What follows belongs to an exercise in optimizing a design on an open flow for small area, a short achievable clock period and few clock cycles per item; a production flow would make more cautious choices. In this exercise RTL edits were held to simulation tests only and were not proved equivalent to the original. Power and IR drop assume default switching activity.

## flow/design.v (module list and top-level ports; edited modules follow where they fit)
// module sana_fa: 10 lines
// module sana_ha: 9 lines
// module sana_envbank: 1091 lines
module sana_envbank (
    input  wire        clk,
    input  wire        rst,
    input  wire        in_valid,
    output wire        in_ready,
    input  wire [2:0]  in_op,
    input  wire [1:0]  in_unit,
    input  wire [79:0] in_data,
    output reg         out_valid,
    output reg  [8:0]  out_state,
    output wire [47:0] out_value,
    output reg         out_err
);
  // ...
==> flow/run.sh <==
#!/bin/bash
# synth_recipe.tcl (not shown) runs the flow's synth.tcl, then flattens the netlist and writes it again
# the make line also repeats each setting of config.mk as NAME=value (left out here)
make -C /OpenROAD-flow-scripts/flow DESIGN_CONFIG=/design/flow/config.mk WORK_HOME=/design/flow/orfs CLKGATE_MAP_FILE= SYNTH_SCRIPT=/design/flow/synth_recipe.tcl finish
==> flow/config.mk <==
export PLATFORM = sky130hd
export DESIGN_NAME = sana_envbank
export DESIGN_NICKNAME = sana_envbank
export VERILOG_FILES = /design/flow/design.v
export SDC_FILE = /design/flow/constraint.sdc
export NUM_CORES = 4
export LEC_CHECK = 0
export CAP_MARGIN = 20
export CORE_MARGIN = 2
export CORE_UTILIZATION = 40
export SLEW_MARGIN = 20
export SYNTH_HIERARCHICAL = 1
export SYNTH_MINIMUM_KEEP_SIZE = 0
==> flow/constraint.sdc <==
create_clock -name core_clock -period 19.0 [get_ports {clk}]
set_input_delay 3.8000 -clock core_clock [delete_from_list [all_inputs] [get_ports {clk}]]
set_output_delay 3.8000 -clock core_clock [all_outputs]
set_load 0.01 [all_outputs]
==> impl_metrics.csv, run 1 <==
group,metric,value,unit
status,outcome,"complete, no violations",
clocking,insertion_delay,0.65,ns
sta,setup_viol,0,
sta,period_share,34.1,%
setup_path,reg2reg_slack,12.59,ns
grt,antenna_found_initial,9,
setup_path,cp.arrival,6.76,ns
sta,fin_hold_ws,0.316,ns
sta,rsz0062_at_grt,"no",
yosys,ys_ff_latch,635,
finish,layout_commonest_cell,"nand2_1",
clocking,cts_root_buf,"clkbuf_16",
yosys,synth.area.mux_share,2.92,%
finish,clock_cell_area_share,5.81,%
yosys,synth_warnings,7,
finish,layout-drive-gt1-share,5.84,%
setup_path,critPathMaxStageDelay,0.55,ns
placed_design,io_buffers,147,
pwr,comb_power,191,µW
yosys,netlist.area_leader.share,23.4,%
yosys,yosysSeqAreaShare,38.6,%
sta,period_minus_slack,6.48,ns
grt,grt_pass1_vias,29700,
pwr,p_leak,0.0143,µW
yosys,synth_most_common_cell,"nand2_1",
hold_path,hold_end,"m_code[3]$_DFF_P_",
finish,multi_input_comb_cells,3119,
grt,grt_busiest_layer,"met2",
setup_path,start_kind,"primary input",
grt,grt_start_max_net_pins,91,
yosys,synthAdderAreaFrac,20.1,%
setup_path,cp_data_required_time,19.28,ns
sta,report.final.slew_viol_count,0,
setup_path,critPathMaxFanout,36,
routing,wl_per_cell,22.9,µm
sta,setup_tns,0,ns
Testbench counts, summed over its fixed seeds: cycles 36,372, items 32,000.
==> run 2: changes to the inputs <==
--- a/flow/design.v
+++ b/flow/design.v
@@ -57,16 +57,17 @@
     wire [15:0] p_a = (in_data[15:0]  == 16'd0) ? 16'd1 : in_data[15:0];
     wire [15:0] p_d = (in_data[31:16] == 16'd0) ? 16'd1 : in_data[31:16];
     wire [15:0] p_r = (in_data[63:48] == 16'd0) ? 16'd1 : in_data[63:48];
     wire [15:0] p_h = (in_data[79:64] == 16'd0) ? 16'd1 : in_data[79:64];
     wire [15:0] p_s = (c_sus > ONE) ? ONE : c_sus;
     reg  [8:0]  state;
     reg  [44:0] t;
     reg  [47:0] inc_a, inc_d, inc_r, inc_h;
+    reg  [2:0]  pdef;
     reg  [2:0]  pend;                
     wire        busy = |pend;        
     wire [2:0]  en, cyc, pj, newjob;
     genvar u;
     generate
         for (u = 0; u < 3; u = u + 1) begin : g_dec
             assign en[u]     = c_valid && (c_cyc_all || (c_unit_op && c_unit == u));
             assign cyc[u]    = en[u] && (c_cyc_all || c_op == 3'd3);
@@ -93,17 +94,17 @@
             reg        t_done, t_zero;
             case (state[3*k +: 3])
                 ST_ATTACK:  inc = inc_a[16*k +: 16];
                 ST_DECAY:   inc = inc_d[16*k +: 16];
                 ST_RELEASE: inc = inc_r[16*k +: 16];
                 default:    inc = inc_h[16*k +: 16];
             endcase
             t_sum  = {2'b00, t[15*k +: 15]} + {1'b0, inc};
-            t_done = t_sum[16] | t_sum[15];
+            t_done = t_sum[16] | t_sum[15] | pdef[k];
             t_zero = (t[15*k +: 15] == 15'd0);
             n_state[3*k +: 3] = state[3*k +: 3];
             n_t[15*k +: 15]     = t[15*k +: 15];
             n_code[3*k +: 3]  = V_HOLD;
             n_job[2*k +: 2]   = J_NONE;
             if (exec[k]) begin
                 case (act_op)
                     3'd0: begin      
@@ -180,18 +181,25 @@
                     end
                     default: ;       
                 endcase
             end
         end
     end
     generate
         for (u = 0; u < 3; u = u + 1) begin : g_pj
-            assign n_pj[u] = (n_state[3*u +: 3] == ST_ATTACK || n_state[3*u +: 3] == ST_DECAY ||
-                              n_state[3*u +: 3] == ST_RELEASE) && (n_t[15*u +: 15] != 15'd0);
+            wire adr = (state[3*u +: 3] == ST_ATTACK || state[3*u +: 3] == ST_DECAY ||
+                        state[3*u +: 3] == ST_RELEASE);
+            wire rel_ok = (state[3*u +: 3] == ST_ATTACK || state[3*u +: 3] == ST_DECAY ||
+                           state[3*u +: 3] == ST_SUSTAIN);
+            assign n_pj[u] = ~exec[u]            ? pj[u] :
+                             (act_op == 3'd3)    ? adr :
+                             (act_op == 3'd0)    ? (pj[u] & (state[3*u +: 3] == ST_RELEASE)) :
+                             (act_op == 3'd1)    ? (pj[u] & ~rel_ok) :
+                             (act_op == 3'd2)    ? 1'b0 : pj[u];
         end
     endgenerate
     wire [2:0] in_cyc;
     generate
         for (u = 0; u < 3; u = u + 1) begin : g_in
             assign in_cyc[u] = (in_op == 3'd5) || (in_op == 3'd3 && in_unit == u);
         end
     endgenerate
@@ -211,26 +219,24 @@
         for (k = 0; k < 3; k = k + 1) begin
             if (rst_q) begin
                 state[3*k +: 3] <= ST_ECHO;
                 t[15*k +: 15]   <= 15'd0;
             end else begin
                 state[3*k +: 3] <= n_state[3*k +: 3];
                 t[15*k +: 15]   <= n_t[15*k +: 15];
             end
-            if (acc && in_op == 3'd4 && in_unit == k) begin
+            if (in_valid && in_ready_q && in_op == 3'd4 && in_unit == k) begin
                 inc_a[16*k +: 16] <= p_a;
                 inc_d[16*k +: 16] <= p_d;
                 inc_r[16*k +: 16] <= p_r;
                 inc_h[16*k +: 16] <= p_h;
+                pdef[k]           <= 1'b0;
             end else if (rst_q) begin
-                inc_a[16*k +: 16] <= ONE;
-                inc_d[16*k +: 16] <= ONE;
-                inc_r[16*k +: 16] <= ONE;
-                inc_h[16*k +: 16] <= ONE;
+                pdef[k]           <= 1'b1;
             end
         end
     end
     reg        q_valid, q_resp, q_err, q_setp;
     reg [1:0]  q_sunit;
     reg [15:0] q_sdata;
     reg [8:0]  q_code, q_state;
     reg [1:0]  q_job, q_junit;
==> flow/flow/run.sh (new file) <==
#!/bin/bash
# Layout: the standard flow (its synthesis unchanged), with timing repair
# aiming at a shorter cycle than the 19 ns clock: the clock, the delays at the
# ports and every other constraint stay as they are. make's output goes to
# make_flow.log; ORFS keeps each step's log under orfs/logs.
set -euo pipefail
cd "$(dirname "$0")/.."
export SETUP_SLACK_MARGIN=14.0
export BUFFER_PORTS_ARGS="-buffer_cell sky130_fd_sc_hd__buf_4"
bash standard.sh > make_flow.log 2>&1
==> flow/standard.sh (new file) <==
#!/bin/bash
# synth_recipe.tcl (not shown) runs the flow's synth.tcl, then flattens the netlist and writes it again
# the make line also repeats each setting of config.mk as NAME=value (left out here)
make -C /OpenROAD-flow-scripts/flow DESIGN_CONFIG=/design/flow/config.mk WORK_HOME=/design/flow/orfs CLKGATE_MAP_FILE= SYNTH_SCRIPT=/design/flow/synth_recipe.tcl "${@:-finish}"
==> flow/config.mk (replaced) <==
export PLATFORM = sky130hd
export DESIGN_NAME = sana_envbank
export DESIGN_NICKNAME = sana_envbank
export VERILOG_FILES = /design/flow/design.v
export SDC_FILE = /design/flow/constraint.sdc
export NUM_CORES = 4
export LEC_CHECK = 0
export CAP_MARGIN = 20
export CORE_MARGIN = 2
export CORE_UTILIZATION = 40
export CTS_CLUSTER_DIAMETER = 150
export CTS_CLUSTER_SIZE = 24
export SLEW_MARGIN = 20
export SYNTH_HIERARCHICAL = 1
export SYNTH_MINIMUM_KEEP_SIZE = 0
removed: flow/run.sh
==> run 2 against run 1 <==
  * Combinational power shrank 2%
  * Largest power group unchanged
  * Sequential power is essentially flat
  * Fmax grew 30%
  * Routed wire length shrank 8.4%
  * Still clean on timing, DRC and antenna
  * Area after synthesis shrank 1.5%
  * Largest cell class unchanged
==> impl_metrics.csv, run 2 <==
group,metric,value,unit
routing,viasPerCell,5.63,
clocking,cts_root_buf,"clkbuf_16",
run,maxCapViolations,0,
sta,relSlewSlack,21.4,%
yosys,synth_common_cells,"nand2_1, dfxtp_1, fa_1",
die,io_pins,148,
clocking,cts_num_sinks,638,
grt,grt_start_max_net_pins,95,
setup_path,critPathBufInv,1,
clocking,clkTransAtPathRegs,0.11,ns
routing,drt_wl_total,113000,µm
hold_path,worstHoldPathCells,0,
setup_path,reg2reg_slack,14.13,ns
sta,period_share,26.2,%
grt,grt_pass1_vias,28100,
sta,setup_viol,0,
sta,report.final.slew_viol_count,0,
finish,layout-drive-gt1-share,10.7,%
routing,ant_nets,0,
sta,hold_violations,0,
status,outcome,"complete, no violations",
routing,met3WireLength,8590,µm
sta,worstMarginPinSlew,1.17,ns
setup_path,cp_data_required_time,15.20,ns
clocking,insertion_delay,0.67,ns
routing,highest_layer,"met5",
clocking,cts_max_level,1,
die,num_rows,112,
placed_design,gp_congestion,0.928,
die,die_y,310,µm
pwr,p_per_area,58.8,nW/µm²
setup_path,cp.arrival,1.18,ns
setup_path,critPathKind,"reg -> out",
yosys,synth.distinct_cells,93,
clocking,holdBufCountCts,0,
hold_path,hp-class,"reg -> reg",
finish,layout_common_cells,"nand2_1, dfxtp_1, fa_1, a21oi_1, buf_4",
setup_path,start_kind,"flop",
grt,track_usage,23.2,%
grt,grt_pass1_wl,172000,µm
routing,drt_pass1_iterations,6,
yosys,netlist.area_leader.share,23.9,%
routing,drtIter0Drc,2805,
routing,drc_errors,0,
sta,period_minus_slack,4.98,ns
yosys,yosysSeqAreaShare,39.3,%
pwr,p_leak,0.0131,µW
die,initial_core_util,40.2,%
finish,antenna_cells,0,
setup_path,end_kind,"output pin",
yosys,synth-async-reset-ratio,0,%
grt,grt-ovfl-total,0,
placed_design,dpl.hpwl,80700,µm
routing,wl_per_cell,21.8,µm
placed_design,dp_slack,12.89,ns
sta,setup_tns,0,ns
yosys,syn_area,37400,µm²
clocking,tritoncts,"done",
pwr,finalPower,2410,µW
yosys,synth_largest_area_cell,"dfxtp_1",
yosys,ys_ff_latch,638,
die,coreArea,93000,µm²
die,fp.dieW,310,µm
routing,met1_length,49100,µm
finish,fin_area,40900,µm²
yosys,synth.top_cells.by_area,"dfxtp_1, fa_1, edfxtp_1",
clocking,clock_path_buffers,3,
yosys,synth_cells,3904,
yosys,synth-edff-count,192,
setup_path,critPathMaxFanout,2,
grt,antenna_found_initial,1,
finish,final_util,44.0,%
finish,nets,4421,
setup_path,critPathMaxStageDelay,0.39,ns
setup_path,cp_cell_sequence,"buf_6",
sta,finalWorstSetupSlack,14.02,ns
yosys,avgSynthCellArea,9.58,µm²
hold_path,hp-start,"m_code[3]$_DFF_P_",
sta,finClkSkew,0.0372,ns
pwr,ir_drop,67.7,µV
finish,area_growth,9.48,%
yosys,synth_warnings,7,
yosys,synth_most_common_cell,"nand2_1",
setup_path,rr_startpoint,"state[0]$_SDFF_PP1_",
routing,vias,29200,
sta,max_freq,0.201,GHz
placed_design,io_buffers,147,
setup_path,worst_r2r_endpoint,"state[0]$_SDFF_PP1_",
setup_path,crit_family,"flip-flops",
hold_path,hold_end,"f_code[3]$_DFF_P_",
sta,rsz0062_at_grt,"yes",
clocking,cts_made_buffers,31,
routing,wl_met2,51700,µm
setup_path,r2r_cells,13,
die,dieArea,95900,µm²
finish,layout_commonest_cell,"nand2_1",
setup_path,crit_slowest_cell,"dfxtp_4",
yosys,ys.flop_type,"dfxtp_1",
placed_design,place_area,39500,µm²
==> run 2: changes by cell type in the layout (fill, tap and decap cells not counted), moves of 46 or more <==
cell and delta:
and2_1 -181, buf_4 +179, clkbuf_16 -46, clkdlybuf4s50_1 -147
dfxtp_1 -64, nor2_1 -69
==> run 2: power by group <==
group	internal (µW)	switching [µW]	leakage, µW
logic	66.8	120	0.00725
registers	1420	50.7	0.00540
clock network	304	445	0.000412
==> run 2: Yosys stat by module (local to each module, per instance) <==
module | cell area [µm²] | cells inside
sana_envbank | 31100 | 3590
sana_fa | 20.0 | 1
==> run 2: repair_timing <==
| item | CTS | global route |
|---|---|---|
| pin swaps | 2 | 1 |
| endpoints found under the hold margin | 0 | 0 |
| resized for setup | 97 | 32 |
| setup endpoints to repair | 259 | 123 |
| gates cloned | 1 | 0 |
| setup buffers | 30 | 14 |
==> run 2: cell type report <==
type / count / area (µm²)
Clock buffer: 42 / 817
Inverter: 68 / 260
Fill cell: 9032 / 52100
Sequential cell: 638 / 14900
Multi-Input combinational cell: 2931 / 21500
Timing Repair Buffer: 246 / 1900
Tap cell: 1254 / 1570
Clock inverter: 2 / 36.3
==> run 2: worst max-delay path by stage <==
stage	start	to	slack [ns]	depth (start not counted)
floorplan	in_op[1]	inc_a[32]$_DFFE_PP_	12.51	2
global placement	in_op[1]	inc_h[10]$_DFFE_PP_	12.94	5
detailed placement	in_op[1]	inc_h[10]$_DFFE_PP_	12.89	5
CTS	value[1]$_SDFFE_PP0P_	out_value[1]	14.00	1
global route	q_t[12]$_DFF_P_	m_sq[14]$_DFF_P_	13.99	14
finish	value[42]$_SDFFE_PP0P_	out_value[42]	14.02	1
==> run 2: kinds of logic (layout without fill, tap and decap cells) <==
family | count (synthesis) | after routing | share of synthesized area [%]
DFF | 638 | 638 | 39.3
xor gates and xnor gates | 62 | 62 | 1.45
AOI/OAI and AO/OA | 922 | 922 | 15.7
other | 1 | 40 | 0.0100
and+or+nand+nor | 1375 | 1376 | 16.1
buffers and inverters | 375 | 358 | 3.91
adders and majority gates | 417 | 417 | 20.4
muxes | 114 | 114 | 3.22
==> run 2: stage by stage <==
step | hold WS [ns] | cells
2_1_floorplan | 0.310 | 3943
3_3_place_gp | 0.311 | 5092
3_5_place_dp | 0.312 | 5092
4_1_cts | 0.321 | 5167
5_1_grt | 0.329 | 5181
6_report | 0.318 | 5181
==> run 2: metal layers <==
| layer | GRT usage [%] | vias up |
|---|---|---|
| met5 | 0 | - |
| met4 | 7.11 | 2 |
| met3 | 3.42 | 177 |
| met2 | 37.3 | 1203 |
| met1 | 32.4 | 14300 |
| li1 | - | 13500 |
Testbench counts of run 2, summed over its fixed seeds: cycles 36,512, items 32,000.
==> run 3: changes to the inputs <==
--- a/flow/config.mk
+++ b/flow/config.mk
@@ -8,8 +8,6 @@
 export CAP_MARGIN = 20
 export CORE_MARGIN = 2
 export CORE_UTILIZATION = 40
-export CTS_CLUSTER_DIAMETER = 150
-export CTS_CLUSTER_SIZE = 24
 export SLEW_MARGIN = 20
 export SYNTH_HIERARCHICAL = 1
 export SYNTH_MINIMUM_KEEP_SIZE = 0
==> run 3 against run 2 <==
  * Synthesized cell count did not move
  * Non-clock buffer count fell by 32
  * Fmax barely moved
  * Clock power rose by 100%
  * Cell count rose by 1.1%
  * Critical path depth did not move
  * Routed wire length rose by 0.99%
  * Area after synthesis did not move
  * Still clean on timing, DRC and antenna
  * Via count rose by 0.97%
==> impl_metrics.csv, run 3 <==
group,metric,value,unit
status,outcome,"complete, no violations",
finish,final.fill_count,8924,
routing,drtIter0Drc,2954,
sta,rsz0062_at_grt,"no",
sta,finClkSkew,0.0446,ns
die,num_rows,112,
finish,layout-drive-gt1-share,12.0,%
routing,viasPerCell,5.63,
setup_path,crit_family,"flip-flops",
setup_path,cp_cell_sequence,"buf_4",
yosys,yosysSeqAreaShare,39.3,%
yosys,ys.flop_type,"dfxtp_1",
setup_path,critPathMaxStageDelay,0.39,ns
die,initial_core_util,40.2,%
sta,setup_tns,0,ns
grt,grt_pass1_wl,174000,µm
yosys,syn_area,37400,µm²
hold_path,worstHoldPathCells,0,
routing,drc_errors,0,
clocking,tritoncts,"done",
sta,period_share,26.2,%
placed_design,dpl.hpwl,80700,µm
setup_path,cp.arrival,1.18,ns
setup_path,reg2reg_slack,14.20,ns
hold_path,hp-class,"reg -> reg",
setup_path,rr_startpoint,"state[2]$_SDFF_PP1_",
yosys,synth.distinct_cells,93,
setup_path,end_kind,"output pin",
finish,layout_commonest_cell,"nand2_1",
die,die_y,310,µm
finish,final-seq-area,14800,µm²
die,dieArea,95900,µm²
pwr,ir_drop,63.2,µV
clocking,cts_root_buf,"clkbuf_16",
clocking,clock_path_buffers,3,
yosys,synth_largest_area_cell,"dfxtp_1",
yosys,synth_warnings,7,
die,fp.dieW,310,µm
finish,layout.cells.non_filler,5236,
hold_path,hold_end,"m_setp$_DFF_P_",
sta,max_freq,0.201,GHz
yosys,synth.top_cells.by_area,"dfxtp_1, fa_1, edfxtp_1",
clocking,cts_num_sinks,638,
finish,nets,4429,
routing,wl_per_cell,21.8,µm
finish,layout_common_cells,"nand2_1, dfxtp_1, fa_1, a21oi_1, buf_4",
sta,setup_viol,0,
clocking,cts_max_level,3,
setup_path,critPathKind,"reg -> out",
yosys,synth-edff-count,192,
yosys,netlist.area_leader.share,23.9,%
routing,ant_nets,0,
sta,relSlewSlack,23.7,%
yosys,ys_ff_latch,638,
routing,vias,29500,
finish,area_growth,13.3,%
placed_design,io_buffers,147,
setup_path,cp_data_required_time,15.20,ns
placed_design,gp_congestion,0.928,
sta,hold_violations,0,
finish,antenna_cells,0,
sta,fin_hold_ws,0.287,ns
setup_path,crit_slowest_cell,"dfxtp_2",
die,coreArea,93000,µm²
pwr,p_leak,0.0137,µW
setup_path,critPathMaxFanout,5,
grt,antenna_found_initial,3,
die,io_pins,148,
grt,track_usage,23.6,%
pwr,p_per_area,74.9,nW/µm²
hold_path,hp-start,"q_setp$_DFF_P_",
sta,report.final.slew_viol_count,0,
routing,drt_wl_total,114000,µm
yosys,avgSynthCellArea,9.58,µm²
routing,drt_pass1_iterations,5,
grt,grt_start_max_net_pins,95,
clocking,clkTransAtPathRegs,0.06,ns
clocking,insertion_delay,0.65,ns
clocking,cts_made_buffers,71,
setup_path,r2r_cells,13,
grt,grt-ovfl-total,0,
setup_path,worst_r2r_endpoint,"t[4]$_SDFFE_PP0P_",
grt,grt_pass1_vias,28500,
finish,multi_input_area,21500,µm²
yosys,synth_common_cells,"nand2_1, dfxtp_1, fa_1",
setup_path,critPathBufInv,1,
placed_design,dp_cells,5092,
sta,period_minus_slack,4.98,ns
sta,worstMarginPinSlew,1.14,ns
yosys,synth-async-reset-ratio,0,%
clocking,holdBufCountCts,0,
yosys,synth_cells,3904,
run,maxCapViolations,0,
yosys,synth_most_common_cell,"nand2_1",
setup_path,start_kind,"flop",
[run 3: worst max path at each step]
stage	endpoint	start	slack [ns]	cells past startpoint
floorplan	inc_a[32]$_DFFE_PP_	in_op[1]	12.51	2
global placement	inc_h[10]$_DFFE_PP_	in_op[1]	12.94	5
detailed placement	inc_h[10]$_DFFE_PP_	in_op[1]	12.89	5
CTS	m_sq[14]$_DFF_P_	q_t[7]$_DFF_P_	14.00	14
global route	out_value[30]	value[30]$_SDFFE_PP0P_	14.00	1
finish	out_value[14]	value[14]$_SDFFE_PP0P_	14.02	1
[run 3: modules after synthesis (local to each module, per instance)]
module,flip-flops and latches,area (µm²),cells inside
sana_envbank,638,31100,3590
sana_fa,0,20.0,1
[run 3: kinds of logic after synthesis]
| group | after synthesis | synth area share (%) |
|---|---|---|
| AND/OR/NAND/NOR | 1375 | 16.1 |
| AO/OA/AOI/OAI | 922 | 15.7 |
| flip-flops | 638 | 39.3 |
| XOR/XNOR | 62 | 1.45 |
| other | 1 | 0.0100 |
| buffers and inverters | 375 | 3.91 |
| adder cells (fa/ha/maj) | 417 | 20.4 |
| multiplexers | 114 | 3.22 |
[run 3: report_power, final]
group          total [µW]  internal (µW)  switching (µW)
Clock                1510            896             616
Sequential           1480           1420            51.5
Combinational         186           66.3             119
Total                3170           2390             787
[run 3: final cells by class]
| type | count | share of cell area, % |
|---|---|---|
| multi-input cells | 2931 | 50.7 |
| flip-flops and latches | 638 | 35.0 |
| clock buffers | 89 | 4.59 |
| repair buffers | 214 | 3.85 |
| well taps | 1254 | 3.70 |
| clock inverters | 42 | 1.56 |
| inverters | 68 | 0.623 |
[run 3: timing repair]
action / in CTS / in global routing
gates cloned: 1 / 0
resized for setup: 73 / 27
pin swaps: 3 / 1
buffers inserted: 6 / 6
endpoints found under the setup margin: 258 / 57
hold endpoints to repair: 0 / 0
[run 3: layer usage]
layer | part of all wire [%] | GRT usage [%] | vias up | wire length (µm)
met5 | 0.022 | 0 | - | 25
met4 | 3.0 | 7.08 | 4 | 3410
met3 | 8.3 | 4.30 | 227 | 9460
met1 | 43 | 32.4 | 14400 | 48900
met2 | 46 | 38.0 | 1267 | 52300
li1 | - | - | 13600 | -
[run 3: through the flow]
step | area (µm²) | total power, µW | utilization (%) | setup slack, ns
final | 42400 | 3170 | 45.5 | 14.02
after detailed placement | 39500 | 1690 | 42.4 | 12.89
after global placement | 39500 | 1690 | 42.4 | 12.94
after global routing | 42400 | 3270 | 45.5 | 14.00
after floorplan | 37600 | 1600 | - | 12.51
after CTS | 42300 | 3190 | 45.4 | 14.00

-- afterwards: timing with drivers on the ports --
The flow's constraints put no driver on any port. The routed layouts listed below were extracted and timed again, unchanged, in two steps. Step 1 (the two cells are an assumption about what drives the block):
set clk [get_ports {clk}]
set_driving_cell -lib_cell sky130_fd_sc_hd__clkbuf_16 $clk
set_driving_cell -lib_cell sky130_fd_sc_hd__buf_2 [delete_from_list [all_inputs] $clk]
Step 2 also shifts input and output timing later by t, the mid clock arrival at the registers, as if the neighbouring blocks saw the same clock. Slacks: ideal / step 1 / step 2; pairs: ideal / step 1.
run	shift t [ns]	slack for setup (ns)	slew at the worst register clock pin (ns)
run 1	0.709	12.524 / 12.572 / 11.863	0.07 / 0.07
run 2	0.712	14.025 / 13.960 / 13.370	0.12 / 0.12
run 3	0.701	14.022 / 13.954 / 13.450	0.07 / 0.07
After both steps every run listed still meets setup and hold. For run 1, which loses most, drivers alone change the setup slack by +0.048 ns; drivers and shift together by -0.661 ns.
